What follows belongs to an exercise in optimizing a design on an open flow for small area, a short achievable clock period and few clock cycles per item; a production flow would make more cautious choices.
At most, simulation tests tie the RTL to the original design; equivalence was not proved.

==> flow/design.v (excerpt) <==
module hsw_split (
    input  wire         clk,
    input  wire         rst,         
    input  wire         start,
    input  wire [15:0]  len,         
    output wire         busy,
    input  wire         in_valid,
    input  wire [31:0]  in_data,
    output wire         in_ready,
    output reg          done,
    output wire [255:0] pen,
    output wire [255:0] init,
    output wire [31:0]  mw,
    output wire [255:0] digest
);
    reg         running;
    reg         pre;         
    reg [5:0]   rnd;         
    reg         f61, f62, f63;   
    reg [10:0]  bleft;       
    reg [13:0]  wcnt;        
    reg         tail;        
    reg [15:0]  msg_len;
    reg [31:0]  H [0:7];     
    reg [31:0]  V [0:7];     
    reg [31:0]  w [0:15];    
    reg [31:0]  pa;          
    integer i;
    function [31:0] rotr(input [31:0] x, input integer n);
        rotr = (x >> n) | (x << (32 - n));
    endfunction
    function [31:0] bsig0(input [31:0] x);
        bsig0 = rotr(x, 2) ^ rotr(x, 13) ^ rotr(x, 22);
    endfunction
    function [31:0] bsig1(input [31:0] x);
        bsig1 = rotr(x, 6) ^ rotr(x, 11) ^ rotr(x, 25);
    endfunction
    function [31:0] ssig0(input [31:0] x);
        ssig0 = rotr(x, 7) ^ rotr(x, 18) ^ (x >> 3);
    endfunction
    function [31:0] ssig1(input [31:0] x);
        ssig1 = rotr(x, 17) ^ rotr(x, 19) ^ (x >> 10);
    endfunction
    localparam [2047:0] KTAB = {
        32'hc67178f2, 32'hbef9a3f7, 32'ha4506ceb, 32'h90befffa,    
        32'h8cc70208, 32'h84c87814, 32'h78a5636f, 32'h748f82ee,    
        32'h682e6ff3, 32'h5b9cca4f, 32'h4ed8aa4a, 32'h391c0cb3,    
        32'h34b0bcb5, 32'h2748774c, 32'h1e376c08, 32'h19a4c116,    
        32'h106aa070, 32'hf40e3585, 32'hd6990624, 32'hd192e819,    
        32'hc76c51a3, 32'hc24b8b70, 32'ha81a664b, 32'ha2bfe8a1,    
        32'h92722c85, 32'h81c2c92e, 32'h766a0abb, 32'h650a7354,    
        32'h53380d13, 32'h4d2c6dfc, 32'h2e1b2138, 32'h27b70a85,    
        32'h14292967, 32'h06ca6351, 32'hd5a79147, 32'hc6e00bf3,    
        32'hbf597fc7, 32'hb00327c8, 32'ha831c66d, 32'h983e5152,    
        32'h76f988da, 32'h5cb0a9dc, 32'h4a7484aa, 32'h2de92c6f,    
        32'h240ca1cc, 32'h0fc19dc6, 32'hefbe4786, 32'he49b69c1,    
  ...
make LEC_CHECK=0 ABC_AREA=1 CAP_MARGIN=20 CORE_MARGIN=2 CORE_UTILIZATION=40 SETUP_SLACK_MARGIN=5 SLEW_MARGIN=20 finish   # period 10.0 ns
run.sh (not shown) runs the stock make flow with config.mk's settings and CLKGATE_MAP_FILE= SYNTH_SCRIPT=/design/flow/synth_recipe.tcl, a recipe that flattens the netlist after the stock synthesis.
Testbench counts at the start, summed over its fixed seeds: cycles 334,976, blocks 5,219.
Next try:
--- a/flow/config.mk
+++ b/flow/config.mk
@@ -10,3 +10,3 @@
 export CORE_MARGIN = 2
-export CORE_UTILIZATION = 40
+export CORE_UTILIZATION = 60
 export SETUP_SLACK_MARGIN = 5
Die area decreases by a quarter to a third.
Routed wire length is lower by a few percent.
Sequential share of layout area climbs by 0.82 points.
Worst setup slack loses 0.14 ns.
Next try:
--- a/flow/config.mk
+++ b/flow/config.mk
@@ -7,6 +7,5 @@
 export LEC_CHECK = 0
-export ABC_AREA = 1
 export CAP_MARGIN = 20
 export CORE_MARGIN = 2
-export CORE_UTILIZATION = 60
+export CORE_UTILIZATION = 40
 export SETUP_SLACK_MARGIN = 5
Effect:
- via count drops by 27%
- count of clock-buffer cells in the layout climbs by 23
- setup slack degrades by 0.45 ns
- cell area drops by 0.76%
- synthesized cell count drops by 29%
- die area climbs by 38%
Next try:
==> flow/flow/run.sh (new file) <==
#!/bin/bash
set -euo pipefail
export BUFFER_PORTS_ARGS="-buffer_cell sky130_fd_sc_hd__buf_1"
export SETUP_SLACK_MARGIN=${OWN_SETUP_MARGIN:-5}
bash standard.sh > flow_make.log 2>&1
==> flow/standard.sh (new file) <==
#!/bin/bash
# synth_recipe.tcl (not shown) runs the flow's synth.tcl, then flattens the netlist and writes it again
# the make line also repeats each setting of config.mk as NAME=value (left out here)
make -C /OpenROAD-flow-scripts/flow DESIGN_CONFIG=/design/flow/config.mk WORK_HOME=/design/flow/orfs CLKGATE_MAP_FILE= SYNTH_SCRIPT=/design/flow/synth_recipe.tcl "${@:-finish}"
--- a/flow/config.mk
+++ b/flow/config.mk
@@ -7,2 +7,3 @@
 export LEC_CHECK = 0
+export ABC_AREA = 1
 export CAP_MARGIN = 20
@@ -10,3 +11,2 @@
 export CORE_UTILIZATION = 40
-export SETUP_SLACK_MARGIN = 5
 export SLEW_MARGIN = 20
removed: flow/run.sh
After rerunning: Global-route usage came out higher by 4.4 points; design area decreases by 2.8%; non-clock buffer count went down by 140; clock-buffer cell count is unchanged; area after synthesis grows by about 8%; worst setup slack improved by 0.55 ns.


hsw_split, a different RTL version from the one above (not shown whole).
Size in the first run: about 6,300 cells after synthesis, about 1,100 flip-flops, roughly 860 I/O pins, ~0.066 sq mm of cells after synthesis.
==> flow/config.mk <==
export PLATFORM = sky130hd
export DESIGN_NAME = hsw_split
export DESIGN_NICKNAME = hsw_split
export VERILOG_FILES = /design/flow/design.v
export SDC_FILE = /design/flow/constraint.sdc
export NUM_CORES = 4
export LEC_CHECK = 0
export ABC_AREA = 1
export CAP_MARGIN = 20
export CORE_MARGIN = 2
export CORE_UTILIZATION = 50
export CTS_BUF_LIST = sky130_fd_sc_hd__clkbuf_4 sky130_fd_sc_hd__clkbuf_8
export SLEW_MARGIN = 20
==> flow/constraint.sdc <==
create_clock -name core_clock -period 10.0 [get_ports {clk}]
set_input_delay 2.0000 -clock core_clock [delete_from_list [all_inputs] [get_ports {clk}]]
set_output_delay 2.0000 -clock core_clock [all_outputs]
set_load 0.01 [all_outputs]
standard.sh (not shown) runs the stock make flow with config.mk's settings and CLKGATE_MAP_FILE= SYNTH_SCRIPT=/design/flow/synth_recipe.tcl, a recipe that flattens the netlist after the stock synthesis.
==> flow/flow/run.sh <==
#!/bin/bash
set -euo pipefail
export BUFFER_PORTS_ARGS="-buffer_cell sky130_fd_sc_hd__buf_1"
export SETUP_SLACK_MARGIN=5
bash standard.sh > flow_make.log 2>&1
==> next run, changes <==
--- a/flow/flow/run.sh
+++ b/flow/flow/run.sh
@@ -4 +4 @@
-export SETUP_SLACK_MARGIN=5
+export SETUP_SLACK_MARGIN=5.5
- CORE_UTILIZATION: 50 -> 40
Register-to-register slack improves by 0.44 ns.
Setup slack improved by 0.44 ns.
Hold slack is better by 0.0053 ns.
Function was not checked in any run of this note: the RTL went through the layout flow alone.


== old ==
The RTL this note starts from:
==> flow/design.v <==
module hsw_split (
    input  wire         clk,
    input  wire         rst,         
    input  wire         start,
    input  wire [15:0]  len,         
    output wire         busy,
    input  wire         in_valid,
    input  wire [31:0]  in_data,
    output wire         in_ready,
    output reg          done,
    output wire [255:0] pen,
    output wire [255:0] init,
    output wire [31:0]  mw,
    output wire [255:0] digest
);
    reg         running;
    reg         pre;         
    reg [5:0]   rnd;         
    reg         f61, f62, f63;   
    reg         last;        
    reg         nlast;       
    reg [13:0]  wcnt;        
    reg         tail;        
    reg [15:0]  msg_len;
    reg [31:0]  H [0:7];     
    reg [31:0]  V [0:7];     
    reg [31:0]  w [0:15];    
    reg [31:0]  pa;          
    reg [31:0]  dh;          
    integer i;
    function [31:0] rotr(input [31:0] x, input integer n);
        rotr = (x >> n) | (x << (32 - n));
    endfunction
    function [31:0] bsig0(input [31:0] x);
        bsig0 = rotr(x, 2) ^ rotr(x, 13) ^ rotr(x, 22);
    endfunction
    function [31:0] bsig1(input [31:0] x);
        bsig1 = rotr(x, 6) ^ rotr(x, 11) ^ rotr(x, 25);
    endfunction
    function [31:0] ssig0(input [31:0] x);
        ssig0 = rotr(x, 7) ^ rotr(x, 18) ^ (x >> 3);
    endfunction
    function [31:0] ssig1(input [31:0] x);
        ssig1 = rotr(x, 17) ^ rotr(x, 19) ^ (x >> 10);
    endfunction
    function [63:0] csa(input [31:0] x, input [31:0] y, input [31:0] z);
        csa = {((x & y) | (x & z) | (y & z)) << 1, x ^ y ^ z};
    endfunction
    function [31:0] add_bk(input [31:0] x, input [31:0] y);
        integer l, j;
        reg [31:0] gg, pp, c;
        begin
            gg = x & y;
            pp = x ^ y;
            for (l = 0; l < 5; l = l + 1)
                for (j = (2 << l) - 1; j < 32; j = j + (2 << l)) begin
                    gg[j] = gg[j] | (pp[j] & gg[j - (1 << l)]);
                    pp[j] = pp[j] & pp[j - (1 << l)];
                end
            for (l = 3; l >= 0; l = l - 1)
                for (j = (3 << l) - 1; j < 32; j = j + (2 << l)) begin
                    gg[j] = gg[j] | (pp[j] & gg[j - (1 << l)]);
                    pp[j] = pp[j] & pp[j - (1 << l)];
                end
            c = {gg[30:0], 1'b0};
            add_bk = x ^ y ^ c;
        end
    endfunction
    localparam [2047:0] KTAB = {
        32'hc67178f2, 32'hbef9a3f7, 32'ha4506ceb, 32'h90befffa,    
        32'h8cc70208, 32'h84c87814, 32'h78a5636f, 32'h748f82ee,    
        32'h682e6ff3, 32'h5b9cca4f, 32'h4ed8aa4a, 32'h391c0cb3,    
        32'h34b0bcb5, 32'h2748774c, 32'h1e376c08, 32'h19a4c116,    
        32'h106aa070, 32'hf40e3585, 32'hd6990624, 32'hd192e819,    
        32'hc76c51a3, 32'hc24b8b70, 32'ha81a664b, 32'ha2bfe8a1,    
        32'h92722c85, 32'h81c2c92e, 32'h766a0abb, 32'h650a7354,    
        32'h53380d13, 32'h4d2c6dfc, 32'h2e1b2138, 32'h27b70a85,    
        32'h14292967, 32'h06ca6351, 32'hd5a79147, 32'hc6e00bf3,    
        32'hbf597fc7, 32'hb00327c8, 32'ha831c66d, 32'h983e5152,    
        32'h76f988da, 32'h5cb0a9dc, 32'h4a7484aa, 32'h2de92c6f,    
        32'h240ca1cc, 32'h0fc19dc6, 32'hefbe4786, 32'he49b69c1,    
        32'hc19bf174, 32'h9bdc06a7, 32'h80deb1fe, 32'h72be5d74,    
        32'h550c7dc3, 32'h243185be, 32'h12835b01, 32'hd807aa98,    
        32'hab1c5ed5, 32'h923f82a4, 32'h59f111f1, 32'h3956c25b,    
        32'he9b5dba5, 32'hb5c0fbcf, 32'h71374491, 32'h428a2f98    
    };
    localparam [2047:0] KROT = {KTAB[31:0], KTAB[2047:32]};
    localparam [255:0] IV = {
        32'h6a09e667, 32'hbb67ae85, 32'h3c6ef372, 32'ha54ff53a,
        32'h510e527f, 32'h9b05688c, 32'h1f83d9ab, 32'h5be0cd19
    };
    localparam [31:0] PA0 = 32'h2b1ec7e9, D0 = 32'h28c289bb;
    wire is_last  = last;
    wire r6x      = (rnd[5:1] == 5'b11111);     
    wire loading  = running & (r6x ? (pre | ~is_last) : (rnd <= 6'd13));
    wire lenword  = is_last & (rnd == 6'd12 || rnd == 6'd13);
    wire partial  = (wcnt == 14'd0) & ~tail;
    wire need_in  = loading & ((wcnt != 14'd0) | (partial & (msg_len[1:0] != 2'd0)));
    wire stall    = need_in & ~in_valid;
    wire adv      = running & ~stall;
    wire finish   = f63 & is_last;
    wire start_ok = start & ~running;
    assign busy     = running;
    assign in_ready = need_in;
    reg [31:0] pad_word;
    always @(*) begin : padding
        integer k;
        pad_word = 32'd0;
        if (lenword) begin
            if (rnd[0])
                pad_word = {13'd0, msg_len, 3'd0};
        end else if (wcnt != 14'd0) begin
            pad_word = in_data;
        end else if (!tail) begin
            for (k = 0; k < 4; k = k + 1) begin
                if (k < msg_len[1:0])
                    pad_word[31-8*k -: 8] = in_data[31-8*k -: 8];
                else if (k == msg_len[1:0])
                    pad_word[31-8*k -: 8] = 8'h80;
            end
        end
    end
    wire [31:0] a = V[0], b = V[1], c = V[2], d = V[3];
    wire [31:0] e = V[4], f = V[5], g = V[6], h = V[7];
    wire [31:0] s1  = bsig1(e);
    wire [31:0] ch  = (e & f) ^ (~e & g);
    wire [31:0] s0  = bsig0(a);
    wire [31:0] maj = (a & b) ^ (a & c) ^ (b & c);
    wire [31:0] xd  = f63 ? dh : 32'd0;
    wire [31:0] a1s, a1c, a2s, a2c, a3s, a3c;
    assign {a1c, a1s} = csa(ch, maj, pa);
    assign {a2c, a2s} = csa(s1, s0, a1s);
    assign {a3c, a3s} = csa(a2s, a2c, a1c);
    wire [31:0] a_new = a3s + a3c;
    wire [31:0] e1s, e1c, e2s, e2c, e3s, e3c;
    assign {e1c, e1s}   = csa(d, xd, pa);
    assign {e2c, e2s}   = csa(e1s, e1c | {31'd0, f63}, ch);    
    assign {e3c, e3s}   = csa(e2s, e2c, s1);
    wire [31:0] e_new = e3s + e3c;
    wire [31:0] sum_a = add_bk(H[3], a);
    wire        f6x   = f61 | f62 | f63;
    wire [31:0] sum_e = add_bk(f6x ? H[7] : H[4], f6x ? e : ~H[0]);
    wire [31:0] w1s, w1c, w2s, w2c;
    assign {w1c, w1s} = csa(w[9], w[0], ssig0(w[1]));
    assign {w2c, w2s} = csa(w1s, w1c, ssig1(w[14]));
    wire [31:0] w_calc = w2s + w2c;
    wire        sched  = (rnd >= 6'd14) && (rnd <= 6'd61);
    wire [31:0] w_in   = sched ? w_calc : pad_word;
    wire [31:0] kx   = KROT[32*rnd +: 32];          
    wire [31:0] hx   = f63 ? H[6] : g;               
    wire [31:0] x0   = f62 ? H[0] : 32'd0;
    wire [31:0] p1s, p1c, p2s, p2c;
    assign {p1c, p1s} = csa(hx, w[15], x0);
    assign {p2c, p2s} = csa(p1s, p1c, kx);
    wire [31:0] pa_n = p2s + p2c;
    wire step    = adv & ~(pre & ~rnd[0]) & ~finish;    
    wire lo_hold = is_last & (f62 | f63);              
    always @(posedge clk) begin
        if (rst) begin
            running <= 1'b0;
            done    <= 1'b0;
        end else if (start_ok) begin
            running <= 1'b1;
            done    <= 1'b0;
            pre     <= 1'b1;
            rnd     <= 6'd62;
            f61     <= 1'b0;
            f62     <= 1'b0;
            f63     <= 1'b0;
            msg_len <= len;
            wcnt    <= len[15:2];
            tail    <= 1'b0;
            last    <= 1'b0;
        end else if (adv) begin
            if (pre && !rnd[0]) begin
                for (i = 0; i < 8; i = i + 1)
                    H[i] <= IV[255-32*i -: 32];
                V[0] <= IV[223:192]; V[1] <= IV[191:160];
                V[2] <= IV[159:128]; V[3] <= D0;
                V[4] <= IV[95:64];   V[5] <= IV[63:32];
                V[6] <= IV[31:0];    V[7] <= 32'd0;
                pa   <= PA0;
            end
            rnd <= rnd + 6'd1;
            f61 <= (rnd == 6'd60);
            f62 <= f61;
            f63 <= f62;
            if (rnd[0])
                pre <= 1'b0;
            if (r6x && !rnd[0])
                nlast <= tail | (wcnt <= 14'd13);
            if (r6x && rnd[0] && (pre || !last))
                last <= nlast;
            if (loading && !lenword) begin
                if (wcnt != 14'd0)
                    wcnt <= wcnt - 14'd1;
                else
                    tail <= 1'b1;
            end
            if (step) begin
                V[0] <= a_new;
                V[1] <= f63 ? sum_a : a;
                V[2] <= f63 ? H[1]  : b;              
                V[3] <= f63 ? H[2]  : c;              
                V[4] <= e_new;
                V[5] <= f63 ? sum_e : e;
                V[6] <= f63 ? H[5]  : f;              
                V[7] <= g;                            
                pa   <= pa_n;
            end
            if (!f6x)
                dh <= sum_e;
            if (f6x) begin
                H[1] <= sum_a;
                H[2] <= H[1];
                H[3] <= H[2];
                H[5] <= sum_e;
                H[6] <= H[5];
                H[7] <= H[6];
            end
            if (f63) begin
                H[0] <= a_new;
                H[4] <= e_new;
            end
            if (finish) begin
                running <= 1'b0;
                done    <= 1'b1;
            end else begin
                if (f61 && is_last) begin
                    for (i = 0; i < 8; i = i + 1)
                        w[i] <= H[i];
                end else if (!lo_hold) begin
                    for (i = 0; i < 8; i = i + 1)
                        w[i] <= w[i+1];
                end
                for (i = 8; i < 15; i = i + 1)
                    w[i] <= w[i+1];
                w[15] <= w_in;
            end
        end
    end
    assign pen    = {V[0], V[1], V[2], V[3], V[4], V[5], V[6], V[7]};
    assign digest = {H[0], H[1], H[2], H[3], H[4], H[5], H[6], H[7]};
    assign init   = {w[0], w[1], w[2], w[3], w[4], w[5], w[6], w[7]};
    assign mw     = w[14];
endmodule
clock: 10.0 ns
lec_check: 0
abc_area: 1
cap_margin: 10
core_margin: 2
core_utilization: 40
cts_buf_list: sky130_fd_sc_hd__clkbuf_4 sky130_fd_sc_hd__clkbuf_8
cts_cluster_diameter: 80
cts_cluster_size: 12
slew_margin: 10
==> flow/flow/run.sh <==
#!/bin/bash
# Own flow: the standard layout (standard.sh, unchanged synthesis, floorplan,
# power grid, placement, CTS and routing), with two ORFS variables set:
#  - BUFFER_PORTS_ARGS: every input and output port still gets its own buffer,
#    but the small sky130_fd_sc_hd__buf_1 instead of the resizer's default pick
#  - SETUP_SLACK_MARGIN: repair_timing works until 5.25 ns of setup slack
# The make output goes to flow_make.log; ORFS keeps each step's log under orfs/logs.
set -euo pipefail
export BUFFER_PORTS_ARGS="-buffer_cell sky130_fd_sc_hd__buf_1"
export SETUP_SLACK_MARGIN=5.25
bash standard.sh > flow_make.log 2>&1
Testbench counts of old, summed over its fixed seeds: cycles 334,976, blocks 5,219.
diff inputs: old => new
--- a/flow/flow/run.sh
+++ b/flow/flow/run.sh
@@ -6 +6 @@
-#  - SETUP_SLACK_MARGIN: repair_timing works until 5.25 ns of setup slack
+#  - SETUP_SLACK_MARGIN: repair_timing works until 5.5 ns of setup slack
@@ -10 +10 @@
-export SETUP_SLACK_MARGIN=5.25
+export SETUP_SLACK_MARGIN=5.5
--- a/flow/config.mk
+++ b/flow/config.mk
@@ -9 +9 @@
-export CAP_MARGIN = 10
+export CAP_MARGIN = 20
@@ -14,2 +14,2 @@
-export CTS_CLUSTER_SIZE = 12
-export SLEW_MARGIN = 10
+export CTS_CLUSTER_SIZE = 14
+export SLEW_MARGIN = 20
new -> old: clock-pin slew reported for the worst setup and hold paths after clock tree synthesis flat
Between old and new, final instance area is higher for new, old comes in under that.
Compared to old, new has via total after detailed routing 1,023 higher.

## separate check: timing with driven ports
How much do the figures lean on ideal ports? The routed layouts below were timed once more, with nothing changed but the port constraints. Step 1: set_driving_cell puts a clkbuf_16 on clk and a buf_2 on each other input, an assumption about the parent block. Step 2 moves the port delays by t, midway between the first and last clock arrival at a register: inputs arrive t later, outputs are due t later. That takes back most of the time a late clock gives input paths. Three values: no drivers, after step 1, after step 2; two values: the first two.
| run | t, ns | slack for setup (ns) | latest minus earliest clock arrival (ns) | pins driven straight from the clock port |
|---|---|---|---|---|
| the first run of note 1 | 0.877 | 5.035 / 5.039 / 4.225 | 0.035 / 0.035 | 1 |
| the second run of note 1 | 0.853 | 4.898 / 4.840 / 4.184 | 0.077 / 0.076 | 1 |
| the third run of note 1 | 0.860 | 4.448 / 4.448 / 4.267 | 0.060 / 0.060 | 1 |
| the fourth run of note 1 | 0.884 | 5.002 / 4.981 / 4.301 | 0.047 / 0.046 | 1 |
| the first run of note 2 | 1.050 | 4.907 / 4.907 / 4.189 | 0.061 / 0.060 | 1 |
| the second run of note 2 | 1.049 | 5.343 / 5.343 / 4.667 | 0.104 / 0.104 | 1 |
| old | 1.027 | 5.272 / 5.272 / 4.505 | 0.120 / 0.120 | 1 |
| new | 1.024 | 5.465 / 5.465 / 4.775 | 0.086 / 0.085 | 1 |
After both steps setup and hold are still met in every run listed. The setup slack of the first run of note 1, which loses most, moves by +0.004 ns with the drivers and by -0.810 ns with both steps.
